Source: an optimization exercise on an open RTL-to-GDS flow (aim: small area, a short achievable clock period and few clock cycles per item). Production flows keep margins and buffers that such runs may drop.
In this exercise RTL edits were held to simulation tests only and were not proved equivalent to the original.

**flow/design.v**
```verilog
module bytes_core (
    input  wire        clk,
    input  wire        rst,
    input  wire        req_valid,
    output wire        req_ready,
    input  wire [31:0] req_cmd,
    input  wire [63:0] req_opa,
    input  wire [63:0] req_opb,
    input  wire [63:0] req_opc,
    input  wire [63:0] req_opd,
    input  wire [63:0] req_abase,
    input  wire [63:0] req_alen,
    output wire        rsp_valid,
    input  wire        rsp_ready,
    output wire [63:0] rsp_res,
    output wire        rsp_cout,
    output wire [3:0]  rsp_status,
    output wire        mem_valid,
    input  wire        mem_ready,
    output wire        mem_we,
    output wire [63:0] mem_addr,
    output wire [63:0] mem_wdata,
    input  wire        mem_rvalid,
    input  wire [63:0] mem_rdata,
    input  wire        mem_err
);
    localparam [7:0] OP_POPCNT  = 8'h01;
    localparam [7:0] OP_CNT11A  = 8'h02;
    localparam [7:0] OP_EXT01   = 8'h10;
    localparam [7:0] OP_EXT10   = 8'h11;
    localparam [7:0] OP_CNT01   = 8'h12;
    localparam [7:0] OP_CNT10   = 8'h13;
    localparam [7:0] OP_CNT11C  = 8'h14;
    localparam [7:0] OP_TZC     = 8'h20;
    localparam [7:0] OP_HSB     = 8'h21;
    localparam [7:0] OP_SEL     = 8'h22;
    localparam [7:0] OP_BITAT   = 8'h30;
    localparam [7:0] OP_RDBITS  = 8'h31;
    localparam [7:0] OP_WRBITS  = 8'h32;
    localparam [7:0] OP_RDUNARY = 8'h33;
    localparam [3:0] ST_OK          = 4'h0;
    localparam [3:0] ST_ILLEGAL_CMD = 4'h1;
    localparam [3:0] ST_BAD_ARG     = 4'h2;
    localparam [3:0] ST_BAD_DESC    = 4'h3;
    localparam [3:0] ST_OOB         = 4'h4;
    localparam [3:0] ST_BUS_ERROR   = 4'h5;
    localparam [2:0] S_IDLE  = 3'd0;   
    localparam [2:0] S_EXEC  = 3'd1;   
    localparam [2:0] S_MREQ  = 3'd2;   
    localparam [2:0] S_MWAIT = 3'd3;   
    localparam [2:0] S_FIN   = 3'd4;   
    localparam [2:0] S_RSP   = 3'd5;   
    function [3:0] popcount8;
        input [7:0] b;
        reg [1:0] p0, p1, p2, p3;
        begin
            p0 = {1'b0, b[0]} + {1'b0, b[1]};
            p1 = {1'b0, b[2]} + {1'b0, b[3]};
            p2 = {1'b0, b[4]} + {1'b0, b[5]};
            p3 = {1'b0, b[6]} + {1'b0, b[7]};
            popcount8 = ({2'b0, p0} + {2'b0, p1}) + ({2'b0, p2} + {2'b0, p3});
        end
    endfunction
    function [6:0] popcount64;
        input [63:0] w;
        reg [4:0] h0, h1, h2, h3;
        begin
            h0 = {1'b0, popcount8(w[7:0])}   + {1'b0, popcount8(w[15:8])};
            h1 = {1'b0, popcount8(w[23:16])} + {1'b0, popcount8(w[31:24])};
            h2 = {1'b0, popcount8(w[39:32])} + {1'b0, popcount8(w[47:40])};
            h3 = {1'b0, popcount8(w[55:48])} + {1'b0, popcount8(w[63:56])};
            popcount64 = ({2'b0, h0} + {2'b0, h1}) + ({2'b0, h2} + {2'b0, h3});
        end
    endfunction
    function [6:0] tzc64;
        input [63:0] w;
        integer i;
        reg [2:0] jb, ib;
        reg [7:0] byte_v;
        begin
            jb = 3'd0;
            for (i = 7; i >= 0; i = i - 1)
                if (w[8*i +: 8] != 8'd0) jb = i[2:0];
            byte_v = w[8*jb +: 8];
            ib = 3'd0;
            for (i = 7; i >= 0; i = i - 1)
                if (byte_v[i]) ib = i[2:0];
            if (w == 64'd0) tzc64 = 7'd64;
            else            tzc64 = {1'b0, jb, ib};
        end
    endfunction
    function [5:0] hsb64;
        input [63:0] w;
        integer i;
        reg [2:0] jb, ib;
        reg [7:0] byte_v;
        begin
            jb = 3'd0;
            for (i = 0; i < 8; i = i + 1)
                if (w[8*i +: 8] != 8'd0) jb = i[2:0];
            byte_v = w[8*jb +: 8];
            ib = 3'd0;
            for (i = 0; i < 8; i = i + 1)
                if (byte_v[i]) ib = i[2:0];
            hsb64 = {jb, ib};
        end
    endfunction
    function [5:0] sel64;
        input [63:0] w;
        input [6:0]  k;
        integer i;
        reg [55:0] cum;        
        reg [6:0] run, below, kk, cnt;
        reg [2:0] jb, ib;
        reg [7:0] byte_v;
        reg       found;
        begin
            run = 7'd0;
            for (i = 0; i < 8; i = i + 1) begin
                run = run + {3'd0, popcount8(w[8*i +: 8])};
                cum[7*i +: 7] = run;
            end
            jb = 3'd0;
            for (i = 7; i >= 0; i = i - 1)
                if (cum[7*i +: 7] >= k) jb = i[2:0];
            below = (jb == 3'd0) ? 7'd0 : cum[7*(jb - 3'd1) +: 7];
            kk = k - below;
            byte_v = w[8*jb +: 8];
            ib = 3'd0;
            cnt = 7'd0;
            found = 1'b0;
            for (i = 0; i < 8; i = i + 1) begin
                if (byte_v[i]) begin
                    cnt = cnt + 7'd1;
                    if (!found && cnt == kk) begin
                        ib = i[2:0];
                        found = 1'b1;
                    end
                end
            end
            sel64 = {jb, ib};
        end
    endfunction
    function [63:0] lomask;
        input [6:0] n;
        begin
            if (n >= 7'd64) lomask = {64{1'b1}};
            else            lomask = (64'd1 << n) - 64'd1;
        end
    endfunction
    reg [2:0]  state;
    reg [31:0] cmd_q;
    reg [63:0] opa_q, opb_q, opc_q, opd_q, abase_q, alen_q;
    reg [63:0] res_q;
    reg        cout_q;
    reg [3:0]  status_q;
    reg [63:0] midx;       
    reg [1:0]  mstep;      
    reg [63:0] w0_q, w1_q;
    reg [63:0] run_q;      
    wire [7:0] op  = cmd_q[7:0];
    wire       cin = cmd_q[8];
    wire op_known = (op == OP_POPCNT) || (op == OP_CNT11A) ||
                    (op == OP_EXT01)  || (op == OP_EXT10)  ||
                    (op == OP_CNT01)  || (op == OP_CNT10)  ||
                    (op == OP_CNT11C) || (op == OP_TZC)    ||
                    (op == OP_HSB)    || (op == OP_SEL)    ||
                    (op == OP_BITAT)  || (op == OP_RDBITS) ||
                    (op == OP_WRBITS) || (op == OP_RDUNARY);
    wire op_cross = (op >= OP_EXT01) && (op <= OP_CNT11C);
    wire legal    = (cmd_q[31:9] == 23'd0) && op_known && (!cin || op_cross);
    wire op_mem   = (op == OP_BITAT) || (op == OP_RDBITS) ||
                    (op == OP_WRBITS) || (op == OP_RDUNARY);
    wire [63:0] prev_w   = {opa_q[62:0], cin};
    wire [63:0] rise_w   = (opa_q ^ prev_w) & opa_q;
    wire [63:0] fall_w   = (opa_q ^ prev_w) & ~opa_q;
    wire [63:0] pair11_w = (opa_q & (opa_q >> 1)) & 64'h5555555555555555;
    wire [63:0] ovl11_w  = opa_q & prev_w;
    wire [6:0]  pop_a    = popcount64(opa_q);
    wire sel_bad = (opb_q == 64'd0) || (opb_q > {57'd0, pop_a});
    reg [63:0] word_res;
    reg        word_cout;
    always @(*) begin
        word_res  = 64'd0;
        word_cout = 1'b0;
        case (op)
            OP_POPCNT: word_res = {57'd0, popcount64(opa_q)};
            OP_CNT11A: word_res = {57'd0, popcount64(pair11_w)};
            OP_EXT01: begin word_res = rise_w;                     word_cout = opa_q[63]; end
            OP_EXT10: begin word_res = fall_w;                     word_cout = opa_q[63]; end
            OP_CNT01: begin word_res = {57'd0, popcount64(rise_w)};  word_cout = opa_q[63]; end
            OP_CNT10: begin word_res = {57'd0, popcount64(fall_w)};  word_cout = opa_q[63]; end
            OP_CNT11C: begin word_res = {57'd0, popcount64(ovl11_w)}; word_cout = opa_q[63]; end
            OP_TZC:    word_res = {57'd0, tzc64(opa_q)};
            OP_HSB:    word_res = {58'd0, hsb64(opa_q)};
            OP_SEL:    word_res = {58'd0, sel64(opa_q, opb_q[6:0])};
            default:   word_res = 64'd0;
        endcase
    end
    wire [5:0] off6 = opc_q[5:0];
    wire [6:0] len7 = opd_q[6:0];
    wire arg_bad = ((op == OP_HSB) && (opa_q == 64'd0)) ||
                   ((op == OP_SEL) && sel_bad) ||
                   (((op == OP_RDBITS) || (op == OP_WRBITS) || (op == OP_RDUNARY)) &&
                    (opc_q > 64'd63)) ||
                   (((op == OP_RDBITS) || (op == OP_WRBITS)) && (opd_q > 64'd64));
    wire [66:0] desc_end = {3'd0, abase_q} + {alen_q, 3'd0};
    wire desc_bad = (abase_q[2:0] != 3'd0) ||
                    (alen_q > 64'h0400_0000_0000_0000) ||
                    (desc_end > {3'd1, 64'd0});
    wire        span    = ({1'b0, off6} + len7) > 8'd64;
    wire [64:0] bit_idx = {1'b0, opb_q} + {7'd0, opc_q[63:6]};
    wire [64:0] nxt_idx = {1'b0, opb_q} + 65'd1;
    wire oob = (opb_q >= alen_q) ||
               ((op == OP_BITAT) && (bit_idx >= {1'b0, alen_q})) ||
               (((op == OP_RDBITS) || (op == OP_WRBITS)) && span &&
                (nxt_idx >= {1'b0, alen_q}));
    wire [127:0] pair_w   = {w1_q, w0_q};
    wire [127:0] pair_sh  = pair_w >> off6;
    wire [63:0]  rd_field = pair_sh[63:0] & lomask(len7);
    wire [63:0]  wr_val   = opa_q & lomask(len7);
    wire [127:0] wr_mask  = {64'd0, lomask(len7)} << off6;
    wire [127:0] wr_data  = {64'd0, wr_val} << off6;
    wire [127:0] wr_pair  = (pair_w & ~wr_mask) | wr_data;
    wire [63:0] ru_first = mem_rdata >> off6;
    wire [6:0]  ru_tz0   = tzc64(ru_first);
    wire [6:0]  ru_tzn   = tzc64(mem_rdata);
    wire req_fire = req_valid && req_ready;
    wire is_write = (op == OP_WRBITS) && mstep[1];
    always @(posedge clk) begin
        if (rst) begin
            state <= S_IDLE;
        end else begin
            case (state)
                S_IDLE: begin
                    if (req_fire) begin
                        cmd_q   <= req_cmd;
                        opa_q   <= req_opa;
                        opb_q   <= req_opb;
                        opc_q   <= req_opc;
                        opd_q   <= req_opd;
                        abase_q <= req_abase;
                        alen_q  <= req_alen;
                        state   <= S_EXEC;
                    end
                end
                S_EXEC: begin
                    res_q  <= 64'd0;
                    cout_q <= 1'b0;
                    state  <= S_RSP;
                    if (!legal) begin
                        status_q <= ST_ILLEGAL_CMD;
                    end else if (arg_bad) begin
                        status_q <= ST_BAD_ARG;
                    end else if (!op_mem) begin
                        status_q <= ST_OK;
                        res_q    <= word_res;
                        cout_q   <= word_cout;
                    end else if (desc_bad) begin
                        status_q <= ST_BAD_DESC;
                    end else if (oob) begin
                        status_q <= ST_OOB;
                    end else begin
                        status_q <= ST_OK;
                        mstep    <= 2'd0;
                        midx     <= (op == OP_BITAT) ? bit_idx[63:0] : opb_q;
                        state    <= S_MREQ;
                    end
                end
                S_MREQ: begin
                    if (mem_ready)
                        state <= S_MWAIT;
                end
                S_MWAIT: begin
                    if (mem_rvalid) begin
                        if (mem_err) begin
                            status_q <= ST_BUS_ERROR;
                            res_q    <= midx;
                            state    <= S_RSP;
                        end else begin
                            case (op)
                                OP_BITAT: begin
                                    res_q <= {63'd0, mem_rdata[off6]};
                                    state <= S_RSP;
                                end
                                OP_RDBITS: begin
                                    if (mstep == 2'd0) begin
                                        w0_q <= mem_rdata;
                                        if (span) begin
                                            mstep <= 2'd1;
                                            midx  <= midx + 64'd1;
                                            state <= S_MREQ;
                                        end else begin
                                            state <= S_FIN;
                                        end
                                    end else begin
                                        w1_q  <= mem_rdata;
                                        state <= S_FIN;
                                    end
                                end
                                OP_WRBITS: begin
                                    case (mstep)
                                        2'd0: begin
                                            w0_q <= mem_rdata;
                                            if (span) begin
                                                mstep <= 2'd1;
                                                midx  <= midx + 64'd1;
                                            end else begin
                                                mstep <= 2'd2;
                                            end
                                            state <= S_MREQ;
                                        end
                                        2'd1: begin
                                            w1_q  <= mem_rdata;
                                            mstep <= 2'd2;
                                            midx  <= opb_q;
                                            state <= S_MREQ;
                                        end
                                        2'd2: begin
                                            if (span) begin
                                                mstep <= 2'd3;
                                                midx  <= midx + 64'd1;
                                                state <= S_MREQ;
                                            end else begin
                                                state <= S_RSP;
                                            end
                                        end
                                        default: state <= S_RSP;
                                    endcase
                                end
                                default: begin  
                                    if (mstep == 2'd0) begin
                                        if (ru_first != 64'd0) begin
                                            res_q <= {57'd0, ru_tz0};
                                            state <= S_RSP;
                                        end else begin
                                            mstep <= 2'd1;
                                            run_q <= 64'd64 - {58'd0, off6};
                                            if (midx + 64'd1 < alen_q) begin
                                                midx  <= midx + 64'd1;
                                                state <= S_MREQ;
                                            end else begin
                                                res_q <= 64'd0;
                                                state <= S_RSP;
                                            end
                                        end
                                    end else begin
                                        if (mem_rdata != 64'd0) begin
                                            res_q <= run_q + {57'd0, ru_tzn};
                                            state <= S_RSP;
                                        end else begin
                                            run_q <= run_q + 64'd64;
                                            if (midx + 64'd1 < alen_q) begin
                                                midx  <= midx + 64'd1;
                                                state <= S_MREQ;
                                            end else begin
                                                res_q <= 64'd0;
                                                state <= S_RSP;
                                            end
                                        end
                                    end
                                end
                            endcase
                        end
                    end
                end
                S_FIN: begin
                    res_q <= rd_field;
                    state <= S_RSP;
                end
                S_RSP: begin
                    if (rsp_ready)
                        state <= S_IDLE;
                end
                default: state <= S_IDLE;
            endcase
        end
    end
    assign req_ready  = (state == S_IDLE) && !rst;
    assign rsp_valid  = (state == S_RSP) && !rst;
    assign rsp_res    = res_q;
    assign rsp_cout   = cout_q;
    assign rsp_status = status_q;
    assign mem_valid  = (state == S_MREQ) && !rst;
    assign mem_we     = is_write;
    assign mem_addr   = abase_q + {midx[60:0], 3'b000};
    assign mem_wdata  = (mstep == 2'd3) ? wr_pair[127:64] : wr_pair[63:0];
endmodule
```
**flow/run.sh**
```bash
#!/bin/bash
# synth_recipe.tcl (not shown) runs the flow's synth.tcl, then flattens the netlist and writes it again
# the make line also repeats each setting of config.mk as NAME=value (left out here)
make -C /OpenROAD-flow-scripts/flow DESIGN_CONFIG=/design/flow/config.mk WORK_HOME=/design/flow/orfs CLKGATE_MAP_FILE= SYNTH_SCRIPT=/design/flow/synth_recipe.tcl finish
```
**flow/config.mk**
```make
export PLATFORM = sky130hd
export DESIGN_NAME = bytes_core
export DESIGN_NICKNAME = bytes_core
export VERILOG_FILES = /design/flow/design.v
export SDC_FILE = /design/flow/constraint.sdc
export NUM_CORES = 8
export LEC_CHECK = 0
export CAP_MARGIN = 20
export CORE_MARGIN = 2
export CORE_UTILIZATION = 40
export PLACE_DENSITY = 0.6
export SLEW_MARGIN = 20
```
**flow/constraint.sdc**
```tcl
create_clock -name core_clock -period 17.0 [get_ports {clk}]
set_input_delay 3.4000 -clock core_clock [delete_from_list [all_inputs] [get_ports {clk}]]
set_output_delay 3.4000 -clock core_clock [all_outputs]
set_load 0.01 [all_outputs]
```
==> run notes <==
cell type report:
type                    count  area (um2)  share of cell area
repair buffers            956        8955             0.08451
clock buffers             106        2440             0.02303
inverters                 552        2100             0.01981
diodes                     29       72.57           0.0006849
flip-flops and latches    745       22340              0.2108
multi-input cells        8664       65420              0.6173
clock inverters            72       854.6            0.008065
well taps                3026        3786             0.03573
synth_stat cells (all sizes together), types with 25 or more instances:
library cell,n
a22oi,107
a21o,281
fa,254
o22a,25
buf,166
nor2b,110
mux2,144
inv,544
o31ai,42
a221o,40
xor2,174
o21bai,43
o211ai,69
nand4,147
a21oi,747
and4,33
a211o,27
ha,681
a211oi,125
nand2,1154
clkbuf,510
nor2,956
or3,63
nand2b,111
o221ai,63
and3,123
or2,43
nor4,128
edfxtp,742
a221oi,62
a32oi,33
mux2i,434
nand3,260
o21ai,694
a31oi,149
o22ai,68
and2,59
xnor2,291
nor3,200
a311oi,32
mux4,252
a222oi,38
o21a,85
a2111oi,25
registers in the layout, indices dropped and copies added (netlist names), 32 cells and up:
| name | count |
|---|---|
| opd_q | 64 |
| res_q | 64 |
| alen_q | 64 |
| run_q | 64 |
| w1_q | 64 |
| opc_q | 64 |
| opa_q | 64 |
| midx | 64 |
| w0_q | 64 |
| cmd_q | 32 |
| abase_q | 64 |
| opb_q | 64 |
metal layers:
layer,vias to the layer above,part of all wire,global-route usage
li1,40493,-,-
met1,46790,0.38,0.5461
met2,7041,0.41,0.5951
met3,1415,0.12,0.1254
met4,32,0.085,0.2911
met5,-,0.00040,0
stage by stage:
stage          instance area [um2]   TNS (ns)  utilization
2_1_floorplan                92100          0            -
3_3_place_gp                102300  -0.001350       0.4460
3_5_place_dp                102400    -0.5051       0.4461
4_1_cts                     105700          0       0.4605
5_1_grt                     105900    -0.1350       0.4616
6_report                    106000          0       0.4618
worst paths after layout:
check | startpoint | end | cells past startpoint
worst max-delay path | opa_q[8] | res_q[0] | 65
worst max register to register | opa_q[8] | res_q[0] | 65
worst min register to register | run_q[63] | run_q[63] | 2
worst min-delay path | run_q[63] | run_q[63] | 2
worst max-delay path: cells and delay by family, from the launching register on:
kind	cells	cell delay (ns)
fa+ha+maj	21	8.32
compound gates	16	3.32
simple gates	11	1.37
flops	1	0.36
xor+xnor	2	0.52
mux	3	0.84
buf+inv	12	1.44
cell families (layout without fill, tap and decap cells):
logic type | Yosys count | count (layout) | share of synthesized area
simple gates | 3460 | 3460 | 0.1748
other cells | 1 | 30 | 0.00004072
xor+xnor | 469 | 469 | 0.04550
flops | 745 | 745 | 0.2426
fa+ha+maj | 936 | 936 | 0.1479
mux | 830 | 830 | 0.1268
compound gates | 2968 | 2968 | 0.2109
buf+inv | 1228 | 1686 | 0.05152
timing repair:
action	4_1_cts	5_1_grt
gates cloned	0	0
setup endpoints to repair	3	3
pin swaps	0	2
setup buffers	0	4
gates resized for setup	3	27
==> flow_summary.json <==
{
  "status": "finished clean",
  "synth_top_area_frac": 0.2420,
  "min_period_ns": 16.52,
  "worstSetupPathType": "reg2reg",
  "ys_seq_elements": 745,
  "fin_cells": 14150,
  "yosysUniqueCellTypes": 127,
  "io_pins": 688,
  "yosys_most_used_dff": "edfxtp_1",
  "final_common_cell": "nand2_1",
  "grt_max_degree": 163,
  "cts_sinks": 745,
  "ctsHoldBuffers": 0,
  "first_iter_violations": 15220,
  "core-area_um2": 229500,
  "initial_core_util": 0.4013,
  "clock_path_buffers": 3,
  "ant_nets": 0,
  "yosysWarningCount": 1,
  "critPathMaxFanout": 18,
  "syn2layout_area_growth_pct": 15.07,
  "grt_usage": 0.4201,
  "cap_violations": 0,
  "grt_pass1_wl_um": 703000,
  "fillers": 22339,
  "fmax_mhz": 60.52,
  "worstSkewPairLatency_ns": 0.82,
  "critical_path_required_ns": 17.50,
  "synth_edf_count": 742,
  "drt-total-wl_um": 512500,
  "tightest_slew_ns": 1.286,
  "dieArea_um2": 234100,
  "first_pass_iters": 19,
  "portBuffers": 686,
  "wl_per_cell_um": 36.22,
  "row_count": 176,
  "async_flop_share": 0,
  "worst_path_max_delay_cell": "fa_1",
  "syn_area_um2": 92090,
  "place.gp.congestion": 1.114,
  "die_y_um": 483.8,
  "reg2reg_slack_ns": 0.48,
  "startpoint_type": "flop",
  "seq_area_frac_synth": 0.2426,
  "hold_class": "reg2reg",
  "tritoncts": "built",
  "avgViaCountPerCell": 6.768,
  "critPathCaptureType": "flop",
  "critPathArrivalTime_ns": 17.02,
  "clk_pin_slew_ns": 0.06,
  "relSlewSlack": 0.1204,
  "hold_viol": 0,
  "drc": 0,
  "h-tree-depth": 3,
  "dp_hpwl_um": 409800,
  "pre_cts_ws_ns": -0.2001,
  "worst_clock_skew_ns": 0.07329,
  "setup-violations-final": 0,
  "post-place-cells": 13935,
  "synth_nets": 12059,
  "synth_cells": 10637,
  "nets": 12436,
  "timing.hold.ws_ns": 0.6475,
  "fin_ws_ns": 0.4763,
  "grt_pass1_vias": 88800,
  "yosysTopAreaCell": "edfxtp_1",
  "overflow": 0,
  "antenna_found_initial": 56,
  "synthTopCellsByArea": "edfxtp_1, ha_1, mux4_2",
  "cpPeakStageDelay_ns": 0.61,
  "most-common-layout-cells": "nand2_1, nor2_1, edfxtp_1",
  "rsz0062_at_grt": "true",
  "drv_slew": 0,
  "cts_buffers": 95,
  "crit_top_cell": "fa_1",
  "fin_crit_sh": 0.9720,
  "die_width_um": 483.8,
  "via_count": 95771,
  "drive_gt1_frac": 0.08932,
  "synth.avg_cell_area_um2": 8.657,
  "root_buffer": "clkbuf_16"
}
Testbench counts, summed over its fixed seeds: cycles 68,905, commands 12,000.

==> what the ideal ports hide <==
How much do the figures lean on ideal ports? The routed layout below was timed once more, with nothing changed but the port constraints. Step 1: set_driving_cell puts a clkbuf_16 on clk and a buf_2 on each other input, an assumption about the parent block. Step 2 also shifts input and output timing later by t, the mid clock arrival at the registers, as if the neighbouring blocks saw the same clock. Three values: no drivers, after step 1, after step 2; two values: the first two.
t, ns: 0.891
setup slack, ns: 0.476 / 0.476 / 0.476
worst data-port slew with drivers (ns): 0.18
After both steps setup and hold are still met in this run. For this run, drivers alone change the setup slack by 0.000 ns; drivers and shift together by 0.000 ns.
